Context: an optimization exercise on an open-source flow, tuned for small area. The choices shown serve that exercise and are no tape-out recipe.
Where RTL was checked, it was by simulation tests only, not by an equivalence proof against the original.
Power and IR drop assume default switching activity.

==> onyx: inputs <==
Design rfm70_dispatch, start of the top module:
module rfm70_dispatch (
    input  wire        clk,
    input  wire        rst,
    input  wire [19:0] settle_cycles,
    input  wire        req_valid,
    output wire        req_ready,
    input  wire [3:0]  req_op,
    input  wire [7:0]  req_arg,
    input  wire [5:0]  req_len,
    output wire        rsp_valid,
    output wire [1:0]  rsp_err,
    output wire        rsp_has_status,
    output wire [7:0]  rsp_status,
    input  wire        buf_we,
    input  wire [4:0]  buf_addr,
    input  wire [7:0]  buf_wdata,
    output wire [7:0]  buf_rdata,
    output wire        spi_cs_n,
    output wire        spi_sck,
    output wire        spi_mosi,
    input  wire        spi_miso,
    input  wire        spi_fault,
    output reg         ce
);
    localparam OP_RREG   = 4'd0;
    localparam OP_WREG   = 4'd1;
    localparam OP_RRXPL  = 4'd2;
    localparam OP_WTXPL  = 4'd3;
    localparam OP_WTXNA  = 4'd4;
    localparam OP_WACK   = 4'd5;
    localparam OP_FLTX   = 4'd6;
    localparam OP_FLRX   = 4'd7;
    localparam OP_REUSE  = 4'd8;
    localparam OP_ACT    = 4'd9;
    localparam OP_RPLW   = 4'd10;
    localparam OP_NOP    = 4'd11;
    localparam OP_MODE   = 4'd12;
    localparam OP_SETPWR = 4'd13;
    localparam OP_INIT   = 4'd14;
    localparam E_OK        = 2'd0;
    localparam E_INVALID   = 2'd1;
    localparam E_TOO_LARGE = 2'd2;
    localparam E_TRANSPORT = 2'd3;
    localparam S_IDLE   = 3'd0;
    localparam S_RUN    = 3'd1;
    localparam S_XFER   = 3'd2;
    localparam S_HOLD   = 3'd3;
    localparam S_SETTLE = 3'd4;
    localparam S_RESP   = 3'd5;
    reg [2:0]  state;
    reg [19:0] cnt;
  ...
Settings: LEC_CHECK=0, ABC_AREA=1, CAP_MARGIN=20, CORE_MARGIN=2, CORE_UTILIZATION=40, SLEW_MARGIN=20; clock period 10.0 ns.
standard.sh (not shown) runs the stock make flow with config.mk's settings and CLKGATE_MAP_FILE= SYNTH_SCRIPT=/design/flow/synth_recipe.tcl, a recipe that flattens the netlist after the stock synthesis.
==> flow/flow/run.sh <==
#!/bin/bash
# Own layout flow: the standard layout (standard.sh, ORFS) with
#  - the payload buffer's read mux and write decoder (module rfm70_bufport,
#    combinational) black-boxed during synthesis and replaced, before the
#    design is flattened, by the hand-mapped netlist flow/bufport_gates.v
#    (own_synth.tcl is synth_recipe.tcl with that step added);
#  - an area-oriented ABC script for the rest of the combinational logic:
#    each script in flow/abc/ is tried and the one giving the smallest
#    netlist is kept (registers are mapped by the same dfflibmap step before
#    ABC runs, so they keep the standard synthesis's names and cell types);
#  - the smallest buffer on each port;
#  - a clock tree of a few large clock buffers, without dummy loads.
# Each tool run's output goes to a log file of its own in this folder.
set -euo pipefail
W=$(pwd)
rm -rf "$W/scripts_own"
cp -r "$FLOW_HOME/scripts" "$W/scripts_own"
SYN=(SCRIPTS_DIR="$W/scripts_own" SYNTH_SCRIPT="$W/flow/own_synth.tcl"
     SYNTH_BLACKBOXES=rfm70_bufport OWN_BUFPORT_V="$W/flow/bufport_gates.v")

best=""; best_area=""
for f in "$W"/flow/abc/*.script; do
  s=$(basename "$f" .script)
  cp "$f" "$W/scripts_own/abc_area.script"
  rm -rf "$W/orfs"
  if bash standard.sh "${SYN[@]}" synth > "$W/synth_try_$s.log" 2>&1; then
    a=$(grep -o "Chip area for module '.rfm70_dispatch': [0-9.]*" \
          "$W"/orfs/reports/*/rfm70_dispatch/base/synth_stat.txt | awk '{print $NF}')
    echo "abc script $s: area $a (without rfm70_bufport)" >> "$W/synth_tries.log"
    if [[ -n "$a" ]] && { [[ -z "$best_area" ]] || awk -v a="$a" -v b="$best_area" 'BEGIN{exit !(a<b)}'; }; then
      best=$s; best_area=$a
    fi
  else
    echo "abc script $s: failed" >> "$W/synth_tries.log"
  fi
done
echo "chosen: $best ($best_area)" >> "$W/synth_tries.log"
cp "$W/flow/abc/$best.script" "$W/scripts_own/abc_area.script"
rm -rf "$W/orfs"

CTS="-sink_clustering_enable -repair_clock_nets -dont_use_dummy_load"
CTS="$CTS -buf_list sky130_fd_sc_hd__clkbuf_16 -sink_clustering_size 25 -sink_clustering_max_diameter 80"
bash standard.sh "${SYN[@]}" \
  BUFFER_PORTS_ARGS="-buffer_cell sky130_fd_sc_hd__buf_1" \
  CTS_ARGS="$CTS" \
  finish > "$W/flow_make.log" 2>&1
==> flow/flow/abc/c4.script <==
strash
dch -f
map -a
strash
dch -f
map -a
strash
dch -f
map -a
strash
dch -f
amap
topo
==> flow/flow/abc/e7.script <==
strash
&get -n
&dch -f
&nf -a -R 1000
&put
strash
dch -f
map -a
strash
dch -f
map -a
strash
dch -f
amap
topo
Other scripts of this flow, unchanged in this note and not shown: flow/flow/abc/d3.script, flow/flow/abc/e1.script, flow/flow/abc/e4.script, flow/flow/bufport_gates.v, flow/flow/own_synth.tcl
==> ember: changes against onyx <==
--- a/flow/design.v
+++ b/flow/design.v
@@ -120,24 +120,24 @@
     reg [2:0]  state;
     reg [19:0] cnt;
     reg [4:0]  pc;
     reg [3:0]  op_r;
     reg [7:0]  arg_r;
     reg [5:0]  len_r;
-    reg [1:0]  err;
+    reg        fault;     
     reg        bank_known;
     reg        bank;
     reg [7:0]  status;    
     reg [255:0] bufr;     
     wire idle = (state == S_IDLE);
     wire xfer = (state == S_XFER);
     assign req_ready = idle;
     assign rsp_valid = (state == S_RESP);
-    assign rsp_err   = err;
+    assign rsp_err   = fault ? E_TRANSPORT : chk;
     assign rsp_status = status;
-    assign rsp_has_status = (err == E_OK) && !(op_r == OP_SETPWR && pc == 5'd0);
+    assign rsp_has_status = !fault && (chk == E_OK) && !(op_r == OP_SETPWR && pc == 5'd0);
     assign spi_cs_n = !(xfer || state == S_HOLD);
     assign spi_sck  = xfer && cnt[1];
     wire [5:0]  pidx    = cnt[10:5];
     wire        is_cmd  = &cnt[10:5];
     wire [20:0] cnt_inc = {1'b0, cnt} + 21'd1;    
     wire        shift    = xfer && (cnt[1:0] == 2'd3);    
@@ -248,51 +248,44 @@
             OP_INIT:             txbyte = rom_byte;
             default:             txbyte = bdata;
         endcase
     end
     wire [2:0] bitn = ~cnt[4:2];
     assign spi_mosi = is_cmd ? cmd[bitn] : txbyte[bitn];
-    reg [1:0] chk;
-    reg       la_def;
-    reg [5:0] la_w;
-    always @(*) begin
-        la_def = (req_arg[6:5] == 2'b00) &&
-                 (req_arg[7] ? (req_arg[4:0] <= 5'h0E) : (req_arg[4:0] <= 5'h1D));
-        if (req_arg[7])
-            la_w = (req_arg[4:0] == 5'h0E) ? 6'd11 : 6'd4;
-        else if (req_arg[4:0] == 5'h0A || req_arg[4:0] == 5'h0B || req_arg[4:0] == 5'h10)
-            la_w = 6'd5;
-        else
-            la_w = 6'd1;
-        chk = E_OK;
-        case (req_op)
-            OP_RREG, OP_WREG: begin
-                if (!la_def || req_len == 6'd0) chk = E_INVALID;
-                else if (req_len > la_w)        chk = E_TOO_LARGE;
-            end
-            OP_RRXPL, OP_WTXPL, OP_WTXNA, OP_WACK: begin
-                if ((req_op == OP_WACK && req_arg > 8'd5) || req_len == 6'd0) chk = E_INVALID;
-                else if (req_len > 6'd32)                                     chk = E_TOO_LARGE;
-            end
-            4'd15:   chk = E_INVALID;
-            default: chk = E_OK;
-        endcase
-    end
+    wire [4:0] rn = arg_r[4:0];
+    wire       is01 = (op_r[3:1] == 3'b000);
+    wire       is25 = !op_r[3] && (op_r[2] ^ op_r[1]);
+    wire       n0   = (len_r == 6'd0);
+    wire       la_bad = arg_r[6] | arg_r[5] |
+                        (arg_r[7] ? (rn[4] | (&rn[3:0])) : (&rn[4:1]));
+    wire       w11  = arg_r[7] && (rn == 5'h0E);
+    wire       w4   = arg_r[7] && !w11;
+    wire       w5   = !arg_r[7] && (rn == 5'h0A || rn == 5'h0B || rn == 5'h10);
+    wire       gt1  = |len_r[5:1];
+    wire       gt4  = |len_r[5:3] | (len_r[2] & (len_r[1] | len_r[0]));
+    wire       gt5  = |len_r[5:3] | (len_r[2] & len_r[1]);
+    wire       gt11 = |len_r[5:4] | (len_r[3] & len_r[2]);
+    wire       tl01 = w11 ? gt11 : w4 ? gt4 : w5 ? gt5 : gt1;
+    wire       pipe_bad = op_r[2] && op_r[0] && (|arg_r[7:3] | (arg_r[2] & arg_r[1]));
+    wire       tl25 = len_r[5] && (|len_r[4:0]);
+    wire       inv  = (op_r == 4'd15) | (is01 & (la_bad | n0)) | (is25 & (pipe_bad | n0));
+    wire       big  = (is01 & tl01) | (is25 & tl25);
+    wire [1:0] chk  = inv ? E_INVALID : big ? E_TOO_LARGE : E_OK;
     reg respond, ce_step;
     always @(*) begin
         ce_step = 1'b0;
         case (op_r)
             OP_MODE: begin
                 respond = (pc == 5'd6);
                 ce_step = (pc == 5'd2) || (pc == 5'd5);
             end
             OP_SETPWR: respond = (pc == 5'd0 && arg_r[7:2] != 6'd0) || (pc == 5'd2);
             OP_INIT:   respond = (pc == 5'd17);
             default:   respond = (pc == 5'd1);
         endcase
-        if (err != E_OK)
+        if (chk != E_OK || fault)
             respond = 1'b1;
     end
     integer k;
     always @(posedge clk) begin
         for (k = 0; k < 32; k = k + 1)
             if (bwen[k])
@@ -306,13 +299,13 @@
             case (state)
             S_IDLE: begin
                 if (req_valid) begin
                     op_r  <= req_op;
                     arg_r <= req_arg;
                     len_r <= req_len;
-                    err   <= chk;
+                    fault <= 1'b0;
                     pc    <= (req_op == OP_MODE && req_arg[1:0] != 2'd2) ? 5'd2 : 5'd0;
                     state <= S_RUN;
                 end
             end
             S_RUN: begin
                 if (respond) begin
@@ -331,13 +324,13 @@
                 if (t_shift)
                     {arg_r[7:2], len_r[1:0]} <= {arg_r[6:2], len_r[1:0], spi_miso};
                 if (shift && !is_cmd && resolve && cnt[4:2] == 3'd0)
                     bank <= spi_miso;
                 if (cnt[4:0] == 5'd31) begin
                     if (spi_fault) begin
-                        err   <= E_TRANSPORT;
+                        fault <= 1'b1;
                         state <= S_HOLD;
                     end else if (cnt_inc[10:5] == n_eff) begin
                         state <= S_HOLD;
                         if (resolve) begin
                             bank_known <= 1'b1;
                         end else if (toggle) begin
==> flow/flow/run.sh (replaced) <==
#!/bin/bash
# Own layout flow: the standard layout (standard.sh, ORFS) with
#  - the payload buffer's read mux and write decoder (module rfm70_bufport,
#    combinational) black-boxed during synthesis and replaced, before the
#    design is flattened, by the hand-mapped netlist flow/bufport_gates.v
#    (own_synth.tcl is synth_recipe.tcl with that step added);
#  - an area-oriented ABC script for the rest of the combinational logic:
#    the synthesis is run with each script in flow/abc/ and the smallest
#    netlist is kept (registers are mapped by the same dfflibmap step before
#    ABC runs, so they keep the standard synthesis's names and cell types;
#    some scripts use ABC's time-limited &deepsyn, so the kept synthesis
#    results are used as they are, not made again);
#  - the smallest buffer on each port;
#  - a clock tree of a few large clock buffers, without dummy loads.
# Each tool run's output goes to a log file of its own in this folder.
set -euo pipefail
W=$(pwd)
rm -rf "$W/scripts_own"
cp -r "$FLOW_HOME/scripts" "$W/scripts_own"
SYN=(SCRIPTS_DIR="$W/scripts_own" SYNTH_SCRIPT="$W/flow/own_synth.tcl"
     SYNTH_BLACKBOXES=rfm70_bufport OWN_BUFPORT_V="$W/flow/bufport_gates.v")

best=""; best_area=""
for f in "$W"/flow/abc/*.script; do
  s=$(basename "$f" .script)
  cp "$f" "$W/scripts_own/abc_area.script"
  rm -rf "$W/orfs" "$W/orfs_try_$s"
  if bash standard.sh "${SYN[@]}" synth > "$W/synth_try_$s.log" 2>&1; then
    a=$(grep -o "Chip area for module '.rfm70_dispatch': [0-9.]*" \
          "$W"/orfs/reports/*/rfm70_dispatch/base/synth_stat.txt | awk '{print $NF}')
    echo "abc script $s: area $a (without rfm70_bufport)" >> "$W/synth_tries.log"
    mv "$W/orfs" "$W/orfs_try_$s"
    if [[ -n "$a" ]] && { [[ -z "$best_area" ]] || awk -v a="$a" -v b="$best_area" 'BEGIN{exit !(a<b)}'; }; then
      best=$s; best_area=$a
    fi
  else
    echo "abc script $s: failed" >> "$W/synth_tries.log"
  fi
done
echo "chosen: $best ($best_area)" >> "$W/synth_tries.log"
cp "$W/flow/abc/$best.script" "$W/scripts_own/abc_area.script"
mv "$W/orfs_try_$best" "$W/orfs"
rm -rf "$W"/orfs_try_*

CTS="-sink_clustering_enable -repair_clock_nets -dont_use_dummy_load"
CTS="$CTS -buf_list sky130_fd_sc_hd__clkbuf_16 -sink_clustering_size 28 -sink_clustering_max_diameter 90"
bash standard.sh "${SYN[@]}" \
  BUFFER_PORTS_ARGS="-buffer_cell sky130_fd_sc_hd__buf_1" \
  CTS_ARGS="$CTS" \
  finish > "$W/flow_make.log" 2>&1
==> flow/flow/abc/f2.script (new file) <==
strash
dch -f
map -a
strash
&get -n
&deepsyn -T 60
&put
dch -f
map -a
strash
dch -f
amap
topo
==> flow/flow/abc/f2s1.script (new file) <==
strash
dch -f
map -a
strash
&get -n
&deepsyn -T 60 -S 1
&put
dch -f
map -a
strash
dch -f
amap
topo
==> flow/flow/abc/f2s2.script (new file) <==
strash
dch -f
map -a
strash
&get -n
&deepsyn -T 60 -S 2
&put
dch -f
map -a
strash
dch -f
amap
topo
--- a/flow/config.mk
+++ b/flow/config.mk
@@ -5,8 +5,9 @@
 export SDC_FILE = /design/flow/constraint.sdc
 export NUM_CORES = 4
 export LEC_CHECK = 0
 export ABC_AREA = 1
 export CAP_MARGIN = 20
 export CORE_MARGIN = 2
-export CORE_UTILIZATION = 40
+export CORE_UTILIZATION = 60
+export PLACE_DENSITY = 0.75
 export SLEW_MARGIN = 20
removed: flow/flow/abc/c4.script
removed: flow/flow/abc/e7.script
==> qor summary <==
Outcome: onyx timing/DRC/antenna clean; ember timing/DRC/antenna clean
Least setup slack across all paths after layout: onyx 2.07 ns; ember 1.92 ns
Mapped Cells: onyx 1,077; ember 1,019
Int Power: onyx 0.00274 W; ember 0.00266 W
Psw: onyx 0.00192 W; ember 0.00185 W
Initial Utilization: onyx 40.6%; ember 60.9%
Synthesis-to-layout area growth: onyx 10.2%; ember 8.82%
VDD IR-drop max: onyx 0.232 mV; ember 0.212 mV
Shortest period the worst path allows: onyx 7.93 ns; ember 8.08 ns
Sequential Power: onyx 0.00208 W; ember 0.00203 W
Routed met2 length: onyx 17,000 um; ember 17,000 um
Overall track demand over capacity in global routing: onyx 21.2%; ember 31.4%
Wire length on met3: onyx 4030 um; ember 3660 um
Crit share post-route: onyx 79.3%; ember 80.8%
Number of cells traversed by the worst register-to-register path: onyx 18; ember 17
Placed cell count: onyx 1,616; ember 1,389
No functional check of the RTL was part of onyx.

-- re-timing with driven ports --
The results above use ideal ports. As a check the final layouts listed here were re-extracted and re-timed, cells and wires unchanged.
Step 1 assumes that a clkbuf_16 drives the clock port and a buf_2 every other input.
Step 2 also shifts input and output timing later by t, the mid clock arrival at the registers, as if the neighbouring blocks saw the same clock.
a / b / c = ideal ports / drivers / drivers and shift; a / b = the first two.
| run | shift t [ns] | setup WS [ns] | worst data-port slew with drivers (ns) |
|---|---|---|---|
| onyx | 0.545 | 2.066 / 2.013 / 2.144 | 0.05 |
| ember | 0.537 | 1.920 / 1.872 / 2.164 | 0.08 |
After both steps every run listed still meets setup and hold.
